Context: an optimization exercise on an open-source flow, tuned for small area. The choices shown serve that exercise and are no tape-out recipe. The RTL was checked by simulation tests, not by an equivalence proof against the original design. Power figures rest on the tool's default switching activity, not on a simulated workload.

==> build 73: inputs <==
// crcfr
module crcfr (
    input  wire        clk,
    input  wire        rst_n,     
    input  wire        sel,       
    input  wire        we,        
    input  wire [1:0]  size,      
    input  wire [5:0]  addr,      
    input  wire [31:0] wdata,
    output reg  [31:0] rdata,
    output wire        buserr,
    output wire        irq
);
export LEC_CHECK = 0
export CAP_MARGIN = 5
export CORE_MARGIN = 2
export CORE_UTILIZATION = 55
export SLEW_MARGIN = 5
create_clock -name core_clock -period 12.0 [get_ports {clk}]
standard.sh (not shown) runs the stock make flow with config.mk's settings and CLKGATE_MAP_FILE= SYNTH_SCRIPT=/design/flow/synth_recipe.tcl, a recipe that flattens the netlist after the stock synthesis.
==> flow/flow/run.sh <==
#!/bin/bash
# Own layout flow: the standard flow, except that
#  * synthesis maps the logic with an area-oriented ABC script (abc_area.script
#    here, no delay-driven buffering or upsizing) and without the full-adder
#    extraction; everything up to the flip-flop mapping is ORFS's synth.tcl as
#    the standard synthesis runs it, so the registers keep their names and cells;
#  * the port buffers are buf_1 cells; CTS builds the tree from clkbuf_4 cells
#    and inserts no dummy loads.
# Each tool's full output goes to a log file in the work folder.
set -euo pipefail
W=$PWD
F=$W/flow

# ORFS's synth.tcl with the ABC call replaced.
sed -e "s#log_cmd abc {\*}\$abc_args#log_cmd abc -script $F/abc_area.script {*}\$lib_args {*}\$lib_dont_use_args#" \
    "$FLOW_HOME/scripts/synth.tcl" > "$W/synth_own.tcl"
grep -q "abc -script $F/abc_area.script" "$W/synth_own.tcl"
# The standard flow's synthesis wrapper, sourcing that copy.
sed -e "s#source \$::env(SCRIPTS_DIR)/synth.tcl#source $W/synth_own.tcl#" \
    "$W/synth_recipe.tcl" > "$W/synth_recipe_own.tcl"
grep -q "source $W/synth_own.tcl" "$W/synth_recipe_own.tcl"
# standard.sh with that synthesis script.
sed -e "s#SYNTH_SCRIPT=[^ ]*#SYNTH_SCRIPT=$W/synth_recipe_own.tcl#" "$W/standard.sh" > "$W/standard_own.sh"
grep -q "synth_recipe_own.tcl" "$W/standard_own.sh"

EXTRA=(ADDER_MAP_FILE=
       "BUFFER_PORTS_ARGS=-buffer_cell sky130_fd_sc_hd__buf_1"
       "CTS_ARGS=-sink_clustering_enable -repair_clock_nets -dont_use_dummy_load -buf_list sky130_fd_sc_hd__clkbuf_4 -root_buf sky130_fd_sc_hd__clkbuf_4")

bash "$W/standard_own.sh" "${EXTRA[@]}" synth > "$W/synth.log" 2>&1
bash "$W/standard.sh" "${EXTRA[@]}" finish > "$W/layout.log" 2>&1
==> flow/flow/abc_area.script <==
strash
&get -n
&st
&deepsyn -T 60 -S 7
&dch
&nf -p -R 1000
&put
topo
==> trial 40: changes against build 73 <==
CAP_MARGIN = 20   (was 5)
CORE_UTILIZATION = 40   (was 55)
SLEW_MARGIN = 20   (was 5)
==> build 92: changes against build 73 <==
--- a/flow/design.v
+++ b/flow/design.v
@@ -115,38 +115,43 @@
     wire c_init_go = c_raw_go && op == 4'd3;
     wire c_enc_go  = c_enc && e_idle;
     wire c_dec_go  = c_dec && e_idle;
     wire c_sgen_go = c_sgen && e_idle;
     wire c_schk_go = c_schk && e_idle;
     wire c_start   = c_raw_go | c_enc_go | c_dec_go | c_sgen_go | c_schk_go;
     wire c_notallowed = (c_raw && !(e_idle || e_raw)) ||
                         ((c_enc || c_dec || c_sgen || c_schk) && !e_idle);
-    wire [3:0] letter = {is_letter(tag[7:0]), is_letter(tag[15:8]),
-                         is_letter(tag[23:16]), is_letter(tag[31:24])};
+    wire [3:0] letter;
+    wire din_let;
+    crcfr_letter u_let0 (.b(tag[31:24]), .y(letter[0]));
+    crcfr_letter u_let1 (.b(tag[23:16]), .y(letter[1]));
+    crcfr_letter u_let2 (.b(tag[15:8]),  .y(letter[2]));
+    crcfr_letter u_let3 (.b(tag[7:0]),   .y(letter[3]));
+    crcfr_letter u_letd (.b(din),        .y(din_let));
     wire all_let  = &letter;
-    wire ntag_let = letter[1] & letter[2] & letter[3] & is_letter(din);
+    wire ntag_let = letter[1] & letter[2] & letter[3] & din_let;
     wire len_nz = |len;
-    wire wsel_len = p_len | (p_none & ~wdata[1]);
-    wire wsel_tag = p_tag;
+    wire wsel_len = p_len | (p_none & w_cmd & ~wdata[1]);
+    wire wsel_tag = p_tag & ~w_din;
     wire wsel_crc = p_crc;
-    wire wsel_sig = p_sig | (p_none & wdata[1]);
+    wire wsel_sig = p_sig | (p_none & w_cmd & wdata[1]);
     wire [3:0] ioh = {idx3, idx[1] & ~idx[0], ~idx[1] & idx[0], ~idx[1] & ~idx[0]};
     wire [7:0] sigb = sig_byte(idx);
     reg [7:0] mbyte;
     integer k;
     always @(*) begin
         mbyte = {8{wsel_sig}} & sigb;
         for (k = 0; k < 4; k = k + 1) begin
             mbyte = mbyte | ({8{wsel_len & ioh[k]}} & len[31 - 8 * k -: 8])
                           | ({8{wsel_tag & ioh[k]}} & tag[31 - 8 * k -: 8])
                           | ({8{wsel_crc & ioh[k]}} & ~crc[31 - 8 * k -: 8]);
         end
     end
-    wire [7:0] nbyte = w_din ? din : mbyte;
+    wire [7:0] nbyte = ({8{w_din}} & din) | mbyte;
     wire match = din == mbyte;
     wire pc_inc;
     wire av_dec;
     wire [32:0] pc_c;
     wire [32:0] av_b;
     wire [31:0] pc_s;      
     wire [31:0] av_s;      
     assign pc_c[0] = pc_inc;
@@ -158,35 +163,34 @@
             assign pc_c[gi+1]  = pcount[gi] & pc_c[gi];
             assign av_s[gi]    = avail[gi] ^ av_b[gi];
             assign av_b[gi+1]  = ~avail[gi] & av_b[gi];
         end
     endgenerate
     wire pcnt_eq = pc_s == len;
     wire [31:0] nl = {len[23:0], din};
     wire [29:0] x8_c;
-    wire [32:0] x8;
+    wire [32:0] x8;        
     assign x8_c[0] = 1'b1;
     assign x8[2:0] = nl[2:0];
     generate
         for (gi = 0; gi < 29; gi = gi + 1) begin : g_x8
             assign x8[gi+3]     = nl[gi+3] ^ x8_c[gi];
             assign x8_c[gi+1]   = nl[gi+3] & x8_c[gi];
         end
     endgenerate
     assign x8[32] = x8_c[29];
-    wire [33:0] gt;
-    assign gt[0] = 1'b0;
+    wire [32:0] ge;        
+    assign ge[0] = 1'b1;
     generate
-        for (gi = 0; gi < 32; gi = gi + 1) begin : g_gt
-            assign gt[gi+1] = (x8[gi] & ~av_s[gi]) | (~(x8[gi] ^ av_s[gi]) & gt[gi]);
+        for (gi = 0; gi < 32; gi = gi + 1) begin : g_ge
+            assign ge[gi+1] = (x8[gi] & ~avail[gi]) | (x8[gi] & ge[gi]) | (~avail[gi] & ge[gi]);
         end
     endgenerate
-    assign gt[33] = x8[32] | gt[32];
-    wire trunc_len = gt[33];
+    wire trunc_len = x8[32] | ge[32];
     wire din_ok    = w_din && !eflag;
     wire d_raw     = din_ok && e_raw;
     wire d_enc_pay = din_ok && e_enc && p_pay && !outv;
     wire d_dec     = din_ok && e_dec;
     wire d_dec_len = d_dec && p_len;
     wire d_dec_tag = d_dec && p_tag;
     wire d_dec_pay = d_dec && p_pay && !(pass && outv);
     wire d_dec_crc = d_dec && p_crc;
@@ -349,8 +353,14 @@
               | ({32{rs[14]}} & {30'd0, inten})
               | ({32{rs[15]}} & {30'd0, intstat})
               | ({32{rs[2]}} & {12'd0, irq, pass, outv, done, err, 12'd0})
               | ({32{errst}} & 32'h0000000F)
               | ({32{pos}} & {21'd0, idx, 1'b0, phase, 1'b0, st})
               | ({32{einfo}} & {18'd0, ei_src, 12'd0});
     end
 endmodule
+module crcfr_letter (
+    input  wire [7:0] b,
+    output wire       y
+);
+    assign y = ~b[7] & b[6] & (|b[4:0]) & ~(b[4] & b[3] & (b[2] | (b[1] & b[0])));
+endmodule
==> flow/flow/run.sh (replaced) <==
#!/bin/bash
# Own layout flow: the standard flow, except that
#  * synthesis (flat) maps the logic with an area-oriented ABC
#    script (abc_area.script: deepsyn, then area-recovering mapping; no
#    delay-driven buffering or upsizing), once per deepsyn seed, and keeps the
#    smallest mapping (abc_pick.tcl); it skips the full-adder extraction. Everything up to the
#    flip-flop mapping is ORFS's synth.tcl as the standard synthesis runs it, so
#    the registers keep their names and cells;
#  * the port buffers are buf_1 cells; CTS builds the tree from clkbuf_4 cells
#    (clkbuf_8 root) in clusters of up to 8 sinks and inserts no dummy loads.
# Each tool's full output goes to a log file in the work folder.
set -euo pipefail
W=$PWD
F=$W/flow
SEEDS="1 2 3 4 5 6 7 8"

for s in $SEEDS; do
  sed -e "s#@SEED@#$s#" "$F/abc_area.script" > "$W/abc_area_$s.script"
done
{ echo "set own_work {$W}"; echo "set own_seeds {$SEEDS}"; cat "$F/abc_pick.tcl"; } > "$W/abc_pick_own.tcl"

# ORFS's synth.tcl with the ABC call replaced.
sed -e "s#log_cmd abc {\*}\$abc_args#source $W/abc_pick_own.tcl#" \
    "$FLOW_HOME/scripts/synth.tcl" > "$W/synth_own.tcl"
grep -q "source $W/abc_pick_own.tcl" "$W/synth_own.tcl"
# The standard flow's synthesis wrapper, sourcing that copy.
sed -e "s#source \$::env(SCRIPTS_DIR)/synth.tcl#source $W/synth_own.tcl#" \
    "$W/synth_recipe.tcl" > "$W/synth_recipe_own.tcl"
grep -q "source $W/synth_own.tcl" "$W/synth_recipe_own.tcl"
# standard.sh with that synthesis script.
sed -e "s#SYNTH_SCRIPT=[^ ]*#SYNTH_SCRIPT=$W/synth_recipe_own.tcl#" "$W/standard.sh" > "$W/standard_own.sh"
grep -q "synth_recipe_own.tcl" "$W/standard_own.sh"

EXTRA=(ADDER_MAP_FILE=
       "BUFFER_PORTS_ARGS=-buffer_cell sky130_fd_sc_hd__buf_1"
       "CTS_ARGS=-sink_clustering_enable -repair_clock_nets -dont_use_dummy_load -buf_list sky130_fd_sc_hd__clkbuf_4 -root_buf sky130_fd_sc_hd__clkbuf_8 -sink_clustering_size 8 -sink_clustering_max_diameter 40")

bash "$W/standard_own.sh" "${EXTRA[@]}" synth > "$W/synth.log" 2>&1
bash "$W/standard.sh" "${EXTRA[@]}" finish > "$W/layout.log" 2>&1
==> flow/flow/abc_area.script (replaced) <==
strash
&get -n
&st
&deepsyn -T 15 -S @SEED@
&dch
&nf -p -R 1000
&put
topo
==> flow/flow/abc_pick.tcl (new file) <==
# Maps the logic once per deepsyn seed and keeps the smallest mapping.
# Sourced by synth_own.tcl in place of ORFS's single abc call.
design -save own_pre_abc
set own_best_area 1e18
foreach own_seed $own_seeds {
  design -load own_pre_abc
  set own_script $own_work/abc_area_$own_seed.script
  log_cmd abc -script $own_script {*}$lib_args {*}$lib_dont_use_args
  tee -q -o $own_work/abc_stat_$own_seed.txt stat {*}$lib_args
  set own_fh [open $own_work/abc_stat_$own_seed.txt]
  set own_txt [read $own_fh]
  close $own_fh
  if { ![regexp {Chip area for top module '[^']*': ([0-9.]+)} $own_txt -> own_area] &&
       ![regexp {Chip area for module '[^']*': ([0-9.]+)} $own_txt -> own_area] } {
    error "no area for seed $own_seed"
  }
  puts "OWN abc seed $own_seed: area $own_area"
  if { $own_area < $own_best_area } {
    set own_best_area $own_area
    set own_best_seed $own_seed
    design -save own_best_abc
  }
}
design -load own_best_abc
puts "OWN abc picked seed $own_best_seed: area $own_best_area"
==> comparison <==
- Build 92 passed the timing, DRC and antenna checks. Build 73 passed the timing, DRC and antenna checks. Trial 40 completed without violations.
- First-iteration DRC count, lowest first: trial 40, build 73, build 92.
- Sequential power is about the same in build 73 and trial 40.
- Cell count: build 92 < build 73 < trial 40.
- Total power: trial 40 > build 73 > build 92.

==> job 8287: inputs <==
crcfr, a different RTL version from the one above (not shown whole).
Settings: LEC_CHECK=0, CAP_MARGIN=5, CORE_MARGIN=2, CORE_UTILIZATION=55, SLEW_MARGIN=5; clock period 12.0 ns.
==> flow/flow/run.sh <==
#!/bin/bash
# Own layout flow: the standard flow, except that
#  * synthesis maps the logic with an area-oriented ABC script (abc_area.script:
#    deepsyn, then area-recovering mapping; no delay-driven buffering or
#    upsizing), once per deepsyn seed, and keeps the smallest mapping
#    (abc_pick.tcl); it skips the full-adder extraction. Everything up to the
#    flip-flop mapping is ORFS's synth.tcl as the standard synthesis runs it, so
#    the registers keep their names and cells;
#  * the port buffers are buf_1 cells; CTS builds the tree from clkbuf_4 cells
#    (clkbuf_8 root) in clusters of up to 8 sinks and inserts no dummy loads.
# Each tool's full output goes to a log file in the work folder.
set -euo pipefail
W=$PWD
F=$W/flow
SEEDS="1 2 3 4 5 6 7 8"

for s in $SEEDS; do
  sed -e "s#@SEED@#$s#" "$F/abc_area.script" > "$W/abc_area_$s.script"
done
{ echo "set own_work {$W}"; echo "set own_seeds {$SEEDS}"; cat "$F/abc_pick.tcl"; } > "$W/abc_pick_own.tcl"

# ORFS's synth.tcl with the ABC call replaced.
sed -e "s#log_cmd abc {\*}\$abc_args#source $W/abc_pick_own.tcl#" \
    "$FLOW_HOME/scripts/synth.tcl" > "$W/synth_own.tcl"
grep -q "source $W/abc_pick_own.tcl" "$W/synth_own.tcl"
# The standard flow's synthesis wrapper, sourcing that copy.
sed -e "s#source \$::env(SCRIPTS_DIR)/synth.tcl#source $W/synth_own.tcl#" \
    "$W/synth_recipe.tcl" > "$W/synth_recipe_own.tcl"
grep -q "source $W/synth_own.tcl" "$W/synth_recipe_own.tcl"
# standard.sh with that synthesis script.
sed -e "s#SYNTH_SCRIPT=[^ ]*#SYNTH_SCRIPT=$W/synth_recipe_own.tcl#" "$W/standard.sh" > "$W/standard_own.sh"
grep -q "synth_recipe_own.tcl" "$W/standard_own.sh"

EXTRA=(ADDER_MAP_FILE=
       "BUFFER_PORTS_ARGS=-buffer_cell sky130_fd_sc_hd__buf_1"
       "CTS_ARGS=-sink_clustering_enable -repair_clock_nets -dont_use_dummy_load -buf_list sky130_fd_sc_hd__clkbuf_4 -root_buf sky130_fd_sc_hd__clkbuf_8 -sink_clustering_size 8 -sink_clustering_max_diameter 40")

bash "$W/standard_own.sh" "${EXTRA[@]}" synth > "$W/synth.log" 2>&1
bash "$W/standard.sh" "${EXTRA[@]}" finish > "$W/layout.log" 2>&1
==> flow/flow/abc_area.script <==
strash
&get -n
&st
&deepsyn -T 15 -S @SEED@
&dch
&nf -p -R 1000
&put
topo
==> flow/flow/abc_pick.tcl <==
# Maps the logic once per deepsyn seed and keeps the smallest mapping.
# Sourced by synth_own.tcl in place of ORFS's single abc call.
design -save own_pre_abc
set own_best_area 1e18
foreach own_seed $own_seeds {
  design -load own_pre_abc
  set own_script $own_work/abc_area_$own_seed.script
  log_cmd abc -script $own_script {*}$lib_args {*}$lib_dont_use_args
  tee -q -o $own_work/abc_stat_$own_seed.txt stat {*}$lib_args
  set own_fh [open $own_work/abc_stat_$own_seed.txt]
  set own_txt [read $own_fh]
  close $own_fh
  if { ![regexp {Chip area for module '[^']*': ([0-9.]+)} $own_txt -> own_area] } {
    error "no area for seed $own_seed"
  }
  puts "OWN abc seed $own_seed: area $own_area"
  if { $own_area < $own_best_area } {
    set own_best_area $own_area
    set own_best_seed $own_seed
    design -save own_best_abc
  }
}
design -load own_best_abc
puts "OWN abc picked seed $own_best_seed: area $own_best_area"
==> job 6003 (differences from job 8287) <==
--- a/flow/flow/run.sh
+++ b/flow/flow/run.sh
@@ -3,14 +3,14 @@
 #  * synthesis maps the logic with an area-oriented ABC script (abc_area.script:
 #    deepsyn, then area-recovering mapping; no delay-driven buffering or
 #    upsizing), once per deepsyn seed, and keeps the smallest mapping
 #    (abc_pick.tcl); it skips the full-adder extraction. Everything up to the
 #    flip-flop mapping is ORFS's synth.tcl as the standard synthesis runs it, so
 #    the registers keep their names and cells;
-#  * the port buffers are buf_1 cells; CTS builds the tree from clkbuf_4 cells
-#    (clkbuf_8 root) in clusters of up to 8 sinks and inserts no dummy loads.
+#  * the port buffers are buf_1 cells; CTS builds the tree from clkbuf_8 cells
+#    in clusters of up to 16 sinks and inserts no dummy loads.
 # Each tool's full output goes to a log file in the work folder.
 set -euo pipefail
 W=$PWD
 F=$W/flow
 SEEDS="1 2 3 4 5 6 7 8"
 
@@ -30,10 +30,10 @@
 # standard.sh with that synthesis script.
 sed -e "s#SYNTH_SCRIPT=[^ ]*#SYNTH_SCRIPT=$W/synth_recipe_own.tcl#" "$W/standard.sh" > "$W/standard_own.sh"
 grep -q "synth_recipe_own.tcl" "$W/standard_own.sh"
 
 EXTRA=(ADDER_MAP_FILE=
        "BUFFER_PORTS_ARGS=-buffer_cell sky130_fd_sc_hd__buf_1"
-       "CTS_ARGS=-sink_clustering_enable -repair_clock_nets -dont_use_dummy_load -buf_list sky130_fd_sc_hd__clkbuf_4 -root_buf sky130_fd_sc_hd__clkbuf_8 -sink_clustering_size 8 -sink_clustering_max_diameter 40")
+       "CTS_ARGS=-sink_clustering_enable -repair_clock_nets -dont_use_dummy_load -buf_list sky130_fd_sc_hd__clkbuf_8 -root_buf sky130_fd_sc_hd__clkbuf_8 -sink_clustering_size 16 -sink_clustering_max_diameter 50")
 
 bash "$W/standard_own.sh" "${EXTRA[@]}" synth > "$W/synth.log" 2>&1
 bash "$W/standard.sh" "${EXTRA[@]}" finish > "$W/layout.log" 2>&1
==> job 3246 (differences from job 8287) <==
--- a/flow/design.v
+++ b/flow/design.v
@@ -122,29 +122,29 @@
                         ((c_enc || c_dec || c_sgen || c_schk) && !e_idle);
     wire [3:0] letter = {is_letter(tag[7:0]), is_letter(tag[15:8]),
                          is_letter(tag[23:16]), is_letter(tag[31:24])};
     wire all_let  = &letter;
     wire ntag_let = letter[1] & letter[2] & letter[3] & is_letter(din);
     wire len_nz = |len;
-    wire wsel_len = p_len | (p_none & w_cmd & ~wdata[1]);
-    wire wsel_tag = p_tag & ~w_din;
+    wire wsel_len = p_len | (p_none & ~wdata[1]);
+    wire wsel_tag = p_tag;
     wire wsel_crc = p_crc;
-    wire wsel_sig = p_sig | (p_none & w_cmd & wdata[1]);
+    wire wsel_sig = p_sig | (p_none & wdata[1]);
     wire [3:0] ioh = {idx3, idx[1] & ~idx[0], ~idx[1] & idx[0], ~idx[1] & ~idx[0]};
     wire [7:0] sigb = sig_byte(idx);
     reg [7:0] mbyte;
     integer k;
     always @(*) begin
         mbyte = {8{wsel_sig}} & sigb;
         for (k = 0; k < 4; k = k + 1) begin
             mbyte = mbyte | ({8{wsel_len & ioh[k]}} & len[31 - 8 * k -: 8])
                           | ({8{wsel_tag & ioh[k]}} & tag[31 - 8 * k -: 8])
                           | ({8{wsel_crc & ioh[k]}} & ~crc[31 - 8 * k -: 8]);
         end
     end
-    wire [7:0] nbyte = ({8{w_din}} & din) | mbyte;
+    wire [7:0] nbyte = w_din ? din : mbyte;
     wire match = din == mbyte;
     wire pc_inc;
     wire av_dec;
     wire [32:0] pc_c;
     wire [32:0] av_b;
     wire [31:0] pc_s;      
==> flow/flow/run.sh (replaced) <==
#!/bin/bash
# Own layout flow: the standard flow, except that
#  * synthesis maps the logic with an area-oriented ABC script (abc_area.script
#    here, no delay-driven buffering or upsizing) and without the full-adder
#    extraction; everything up to the flip-flop mapping is ORFS's synth.tcl as
#    the standard synthesis runs it, so the registers keep their names and cells;
#  * the port buffers are buf_1 cells and CTS inserts no dummy loads.
# Each tool's full output goes to a log file in the work folder.
set -euo pipefail
W=$PWD
F=$W/flow

# ORFS's synth.tcl with the ABC call replaced.
sed -e "s#log_cmd abc {\*}\$abc_args#log_cmd abc -script $F/abc_area.script {*}\$lib_args {*}\$lib_dont_use_args#" \
    "$FLOW_HOME/scripts/synth.tcl" > "$W/synth_own.tcl"
grep -q "abc -script $F/abc_area.script" "$W/synth_own.tcl"
# The standard flow's synthesis wrapper, sourcing that copy.
sed -e "s#source \$::env(SCRIPTS_DIR)/synth.tcl#source $W/synth_own.tcl#" \
    "$W/synth_recipe.tcl" > "$W/synth_recipe_own.tcl"
grep -q "source $W/synth_own.tcl" "$W/synth_recipe_own.tcl"
# standard.sh with that synthesis script.
sed -e "s#SYNTH_SCRIPT=[^ ]*#SYNTH_SCRIPT=$W/synth_recipe_own.tcl#" "$W/standard.sh" > "$W/standard_own.sh"
grep -q "synth_recipe_own.tcl" "$W/standard_own.sh"

EXTRA=(ADDER_MAP_FILE=
       "BUFFER_PORTS_ARGS=-buffer_cell sky130_fd_sc_hd__buf_1"
       "CTS_ARGS=-sink_clustering_enable -repair_clock_nets -dont_use_dummy_load")

bash "$W/standard_own.sh" "${EXTRA[@]}" synth > "$W/synth.log" 2>&1
bash "$W/standard.sh" "${EXTRA[@]}" finish > "$W/layout.log" 2>&1
==> flow/flow/abc_area.script (replaced) <==
strash
&get -n
&st
&dch
&nf -R 1000
&put
topo
CAP_MARGIN = 20   (was 5)
CORE_UTILIZATION = 40   (was 55)
SLEW_MARGIN = 20   (was 5)
removed: flow/flow/abc_pick.tcl
==> impl_metrics.toml <==
[clock_tree]
clockRootBuffer = "clkbuf_8"

[pwr]
p_clk_mw = 0.468
net-switching-power_mw = 0.356
intPower_mw = 0.959

[status]
outcome = "no timing/DRC/antenna violations"

[worst_setup_path]
r2r_cells = 37
setup.worst_path.end = "outv"
critPathRequiredTime_ns = 12.49

[timing]
period_share_pct = 87.6

[global_route]
grt_first_pass_wirelength_um = 89500

[place]
gp_congestion = 1.13
That was job 6003.
==> impl_metrics.toml <==
[layout]
nClkBuffers = 40
clk_share_pct = 2.33
n_all_buffers = 114

[timing]
period_share_pct = 87.3

[clock_tree]
clockRootBuffer = "clkbuf_8"

[pwr]
net-switching-power_mw = 0.361
intPower_mw = 0.941
peakVddDrop_mv = 0.0755
p_clk_mw = 0.455

[worst_setup_path]
r2r_cells = 37
setup.worst_path.end = "outv"

[status]
outcome = "no timing/DRC/antenna violations"

[global_route]
grt_first_pass_wirelength_um = 90000

[route]
drt.antenna.violating_nets = 0
routedWlPerCell_um = 29.8

[place]
place_area_sq_mm = 0.0139
gp_congestion = 1.13
That was job 8287.
==> impl_metrics.toml <==
[status]
outcome = "no timing/DRC/antenna violations"

[pwr]
net-switching-power_mw = 0.405
p_clk_mw = 0.707
p_seq_mw = 0.747

[worst_setup_path]
r2r_cells = 31
critPathRequiredTime_ns = 12.41

[layout]
clk_share_pct = 4.36

[timing]
period_share_pct = 91.3

[global_route]
grt_first_pass_wirelength_um = 95200

[place]
gp_congestion = 1.02

[clock_tree]
clockRootBuffer = "clkbuf_16"
That was job 3246.

-- port drivers added, routing unchanged --
The flow's constraints put no driver on any port. The routed layouts listed below were extracted and timed again, unchanged, in two steps.
Step 1 assumes that a clkbuf_16 drives the clock port and a buf_2 every other input.
Step 2, shift: input delay + t, output delay - t, t = (earliest + latest rising clock arrival at the registers) / 2. This alone moves slack from input paths to output paths.
Three values: ideal ports, drivers, drivers and shift; two values: the first two.
| run | shift t [ns] | setup slack, ns | worst register clock-pin slew, ns |
|---|---|---|---|
| build 73 | 0.738 | 1.175 / 1.199 / 0.460 | 0.08 / 0.08 |
| trial 40 | 0.771 | 1.457 / 1.485 / 0.714 | 0.07 / 0.07 |
| build 92 | 0.577 | 1.114 / 1.137 / 0.560 | 0.10 / 0.10 |
| job 8287 | 0.574 | 1.518 / 1.547 / 0.973 | 0.10 / 0.10 |
| job 6003 | 0.629 | 1.484 / 1.511 / 0.883 | 0.10 / 0.10 |
| job 3246 | 0.603 | 1.040 / 1.074 / 0.471 | 0.07 / 0.07 |
After both steps every run listed still meets setup and hold. The setup slack of trial 40, which loses most, moves by +0.028 ns with the drivers and by -0.743 ns with both steps.
